Context: an optimization exercise on an open-source flow, tuned for small area, a short achievable clock period and few clock cycles. The choices shown serve that exercise and are no tape-out recipe.
The RTL was checked by simulation tests, not by an equivalence proof against the original design.
No activity file was given, so power comes from the tool's default toggle rates.

==> flow/design.v <==
module cpu4 (
    input  wire       clk,
    input  wire       rst,         
    output wire [7:0] rom_addr,
    input  wire [7:0] rom_data,
    input  wire       img_we,
    input  wire [3:0] img_addr,
    input  wire [3:0] img_data,
    input  wire       in_valid,
    input  wire [3:0] in_data,
    input  wire [3:0] sw_toggle,
    output wire       out_valid,
    output wire [3:0] out_data,
    output wire [3:0] led,
    output wire [3:0] sw,
    output wire       waiting,
    output wire       halted
);
    reg  [7:0] pc;
    reg  [7:0] ir;            
    reg        iv;            
    reg  [3:0] opv;           
    reg        c_sta;         
    reg        c_stai;        
    reg        c_push;        
    reg        c_zmod;        
    reg        c_cmod;        
    reg        c_kill;        
    reg        c_stk;         
    reg        clr_p;         
    reg        jp;            
    reg  [3:0] acc;
    reg        zf, cf;
    reg  [3:0] spm;           
    reg        s_empty;       
    reg        s_full;        
    reg  [3:0] ram   [0:15];
    reg  [7:0] stack [0:15];  
    reg  [3:0] led_r;
    reg  [3:0] sw_r;
    reg        wt;            
    reg        ht;            
    reg        ov;            
    wire [3:0] op = ir[7:4];
    wire [3:0] n  = ir[3:0];
    wire       e_ext  = (op == 4'hF);
    wire       e_rst  = iv & e_ext & (n == 4'h1);
    wire       e_pop  = iv & e_ext & (n == 4'h5) & ~s_empty;
    wire       e_ret  = iv & e_ext & (n == 4'h6) & ~s_empty;    
    wire       e_push = iv & c_push & ~s_full;
    wire       kill   = iv & c_kill;
    wire [7:0] stk_top = stack[spm];
    wire [3:0] ram_ind = ram[opv];
    wire [4:0] sum     = {1'b0, acc} + {1'b0, opv};
    wire [4:0] diff    = {1'b0, acc} - {1'b0, opv};
    wire [3:0] negacc  = 4'd0 - acc;
    wire [7:0] pc_inc  = pc + 8'd1;
    wire [7:0] pc_inc2 = pc + 8'd2;
    wire       opv_z   = (opv == 4'd0);
    wire       acc_z   = (acc == 4'd0);
    wire       eq      = (opv == acc);
    reg  [3:0] acc_e;
    reg        zf_e, cf_e;
    always @(*) begin
        acc_e = acc;
        zf_e  = zf;
        cf_e  = cf;
        case (op)
        4'h1: begin acc_e = opv; zf_e = opv_z; end
        4'h2: begin acc_e = n; zf_e = (n == 4'd0); end
        4'h4: begin acc_e = sum[3:0]; cf_e = sum[4]; zf_e = (opv == negacc); end
        4'h5: begin acc_e = diff[3:0]; cf_e = diff[4]; zf_e = eq; end
        4'h6: begin acc_e = acc & opv; zf_e = ((acc & opv) == 4'd0); end
        4'h7: begin acc_e = acc | opv; zf_e = acc_z & opv_z; end
        4'h8: begin acc_e = acc ^ opv; zf_e = eq; end
        4'h9: begin acc_e = ram_ind; zf_e = (ram_ind == 4'd0); end
        4'hF: begin
            case (n)
            4'h1: begin acc_e = 4'd0; zf_e = 1'b0; cf_e = 1'b0; end
            4'h3: begin acc_e = ~acc; zf_e = (acc == 4'hF); end
            4'h5: if (!s_empty) acc_e = stk_top[3:0];
            default: ;
            endcase
        end
        default: ;
        endcase
    end
    wire       ram_clr = rst | clr_p;
    wire [3:0] ram_wd  = ram_clr ? 4'd0 : img_we ? img_data : wt ? in_data : acc;
    integer i;
    always @(posedge clk) begin
        for (i = 0; i < 16; i = i + 1)
            if (ram_clr || (img_we && img_addr == i) || (wt && in_valid && i == 14) ||
                (iv && c_sta && n == i) || (iv && c_stai && opv == i))
                ram[i] <= ram_wd;
    end
    wire [7:0] stk_wd = (op == 4'hE) ? pc_inc : {4'd0, acc};
    always @(posedge clk) begin
        for (i = 0; i < 16; i = i + 1)
            if (e_push && spm == ((i + 15) % 16))
                stack[i] <= stk_wd;
    end
    wire [3:0] f_op  = rom_data[7:4];
    wire [3:0] f_n   = rom_data[3:0];
    wire       f_ret = (rom_data == 8'hF6);
    wire       f_br  = ~jp & iv & (((f_op == 4'hC) & c_zmod) | ((f_op == 4'hD) & c_cmod) |
                                   (f_ret & c_stk));
    wire       f_go  = ~kill & ~ht & ~wt & ~img_we & ~clr_p & ~f_br;
    wire       f_fwd = iv & ((c_sta & (n == f_n)) | (c_stai & (opv == f_n)));
    wire [3:0] f_opv = f_fwd ? acc : ram[f_n];
    wire       d_zmod = (f_op == 4'h1) | (f_op == 4'h2) | (f_op == 4'h4) | (f_op == 4'h5) |
                        (f_op == 4'h6) | (f_op == 4'h7) | (f_op == 4'h8) | (f_op == 4'h9) |
                        (rom_data == 8'hF3);
    wire       d_cmod = (f_op == 4'h4) | (f_op == 4'h5);
    wire       d_kill = (rom_data == 8'h1E) | (rom_data == 8'hF0) | (rom_data == 8'hF1);
    wire       d_stk  = (f_op == 4'hE) | (rom_data == 8'hF4) | (rom_data == 8'hF5) | f_ret;
    always @(posedge clk) begin
        ir     <= rom_data;
        opv    <= f_opv;
        c_sta  <= (f_op == 4'h3);
        c_stai <= (f_op == 4'hA);
        c_push <= (f_op == 4'hE) | (rom_data == 8'hF4);
        c_zmod <= d_zmod;
        c_cmod <= d_cmod;
        c_kill <= d_kill;
        c_stk  <= d_stk;
    end
    always @(posedge clk) begin
        if (rst) begin
            pc      <= 8'd0;
            iv      <= 1'b0;
            jp      <= 1'b0;
            acc     <= 4'd0;
            zf      <= 1'b0;
            cf      <= 1'b0;
            spm     <= 4'd15;
            s_empty <= 1'b1;
            s_full  <= 1'b0;
            led_r   <= 4'd0;
            wt      <= 1'b0;
            ht      <= 1'b0;
            ov      <= 1'b0;
            clr_p   <= 1'b0;
        end else begin
            clr_p <= e_rst;
            ov <= iv & (ir == 8'hF2);
            if (iv) begin
                acc <= acc_e;
                zf  <= zf_e;
                cf  <= cf_e;
            end else if (wt && in_valid) begin
                acc <= in_data;
                zf  <= (in_data == 4'd0);
                wt  <= 1'b0;
            end
            if (iv && ir == 8'h1E) wt <= 1'b1;
            if (iv && ir == 8'hF0) ht <= 1'b1;
            if (iv && c_sta && n == 4'd15) led_r <= acc;
            if (e_push) begin
                spm     <= spm + 4'd1;
                s_empty <= 1'b0;
                s_full  <= (spm == 4'd14);
            end
            if (e_pop || e_ret) begin
                spm     <= spm - 4'd1;
                s_full  <= 1'b0;
                s_empty <= (spm == 4'd0);
            end
            if (e_rst) begin
                spm     <= 4'd15;
                s_empty <= 1'b1;
                s_full  <= 1'b0;
                led_r   <= 4'd0;
            end
            if (e_rst) pc <= 8'd0;
            iv <= 1'b0;
            if (f_go) begin
                if (jp) begin
                    pc <= rom_data;
                    jp <= 1'b0;
                end else begin
                    case (f_op)
                    4'hB: begin
                        pc <= pc_inc;
                        jp <= 1'b1;
                    end
                    4'hC: begin
                        if (zf) begin pc <= pc_inc; jp <= 1'b1; end
                        else pc <= pc_inc2;
                    end
                    4'hD: begin
                        if (cf) begin pc <= pc_inc; jp <= 1'b1; end
                        else pc <= pc_inc2;
                    end
                    default: begin
                        pc     <= (f_ret && !s_empty) ? stk_top : pc_inc;
                        jp     <= (f_op == 4'hE);
                        iv     <= 1'b1;
                    end
                    endcase
                end
            end
        end
    end
    always @(posedge clk) begin
        if (rst)
            sw_r <= 4'd0;
        else
            sw_r <= sw_r ^ sw_toggle;
    end
    assign rom_addr  = pc;
    assign out_valid = ov;
    assign out_data  = acc;
    assign led       = led_r;
    assign sw        = sw_r;
    assign waiting   = wt;
    assign halted    = ht;
endmodule
export LEC_CHECK = 0
export ABC_CLOCK_PERIOD_IN_PS = 2200
export CAP_MARGIN = 20
export CORE_MARGIN = 2
export CORE_UTILIZATION = 60
export CTS_BUF_LIST = sky130_fd_sc_hd__clkbuf_16
export CTS_CLUSTER_DIAMETER = 80
export CTS_CLUSTER_SIZE = 22
export SETUP_SLACK_MARGIN = 2.6
export SLEW_MARGIN = 20
create_clock -name core_clock -period 5.0 [get_ports {clk}]
standard.sh (not shown) runs the stock make flow with config.mk's settings and CLKGATE_MAP_FILE= SYNTH_SCRIPT=/design/flow/synth_recipe.tcl, a recipe that flattens the netlist after the stock synthesis.
==> flow/flow/run.sh <==
#!/bin/bash
# The standard layout (standard.sh: the standard flow's synthesis and ORFS flow, unchanged),
# with the ports buffered by sky130_fd_sc_hd__buf_2 instead of the cell
# buffer_ports picks by default. Every port still gets its own buffer.
set -euo pipefail
export BUFFER_PORTS_ARGS="-buffer_cell sky130_fd_sc_hd__buf_2"
bash standard.sh finish > standard.log 2>&1
The baseline went through all stages and came out clean.
Testbench counts at the start, summed over its fixed seeds: cycles 119,591.
Next try:
- CORE_UTILIZATION: 60 -> 40
- CTS_CLUSTER_DIAMETER: 80 -> 90
- CTS_CLUSTER_SIZE: 22 -> 28
After rerunning: The new run completed with no timing, DRC or antenna violations; cell area is about the same; sequential share of layout area barely changes; cell count climbs by 8.5%; power went down by 2.3%; routed wire length came out higher by about 3.4%; hold slack degrades by 0.0042 ns; via count came out lower by 2.7%; area after synthesis stays the same; utilization decreases by 23 points.
Next try:
- ABC_CLOCK_PERIOD_IN_PS: 2200 -> 3000
- CTS_CLUSTER_DIAMETER: 90 -> 80
- CTS_CLUSTER_SIZE: 28 -> 22
Outcome: Utilization climbs by 0.42 points. Clock skew decreases by 0.022 ns. Die area stays the same. Setup slack improved by 0.033 ns. Non-clock buffer count stays the same. Flip-flop and latch count stays the same.
Next try:
==> flow/flow/run.sh (replaced) <==
#!/bin/bash
set -euo pipefail
export BUFFER_PORTS_ARGS="-buffer_cell sky130_fd_sc_hd__buf_2"
export RECOVER_POWER=100
bash standard.sh finish > standard.log 2>&1
- ABC_CLOCK_PERIOD_IN_PS: 3000 -> 2200
What happened: The new run finished but failed the layout checks on capacitance limit, slew limit. Synthesized area is unchanged. Routed wire length stays flat. Total power shrinks by 0.32%. Global-route usage does not change.

afterwards: timing with drivers on the ports:
No port has a modelled driver above. Below, the same layouts with a new extraction and two added sets of constraints. Step 1 sets driving cells, clkbuf_16 on the clock port and buf_2 on the other inputs (assumed; they add their load-dependent delay and slew). Step 2, shift: input delay + t, output delay - t, t = (earliest + latest rising clock arrival at the registers) / 2. This alone moves slack from input paths to output paths. Slacks: no drivers / after step 1 / after step 2; pairs: no drivers / after step 1.
run	t (ns)	setup WS [ns]	clock arrival spread, ns
the first run	0.550	2.637 / 2.598 / 2.164	0.037 / 0.037
the second run	0.551	2.592 / 2.582 / 2.111	0.048 / 0.047
the third run	0.570	2.624 / 2.571 / 2.131	0.026 / 0.026
the fourth run	0.572	1.494 / 1.507 / 0.935	0.025 / 0.025
The setup slack of the fourth run, which loses most, moves by +0.013 ns with the drivers and by -0.559 ns with both steps.
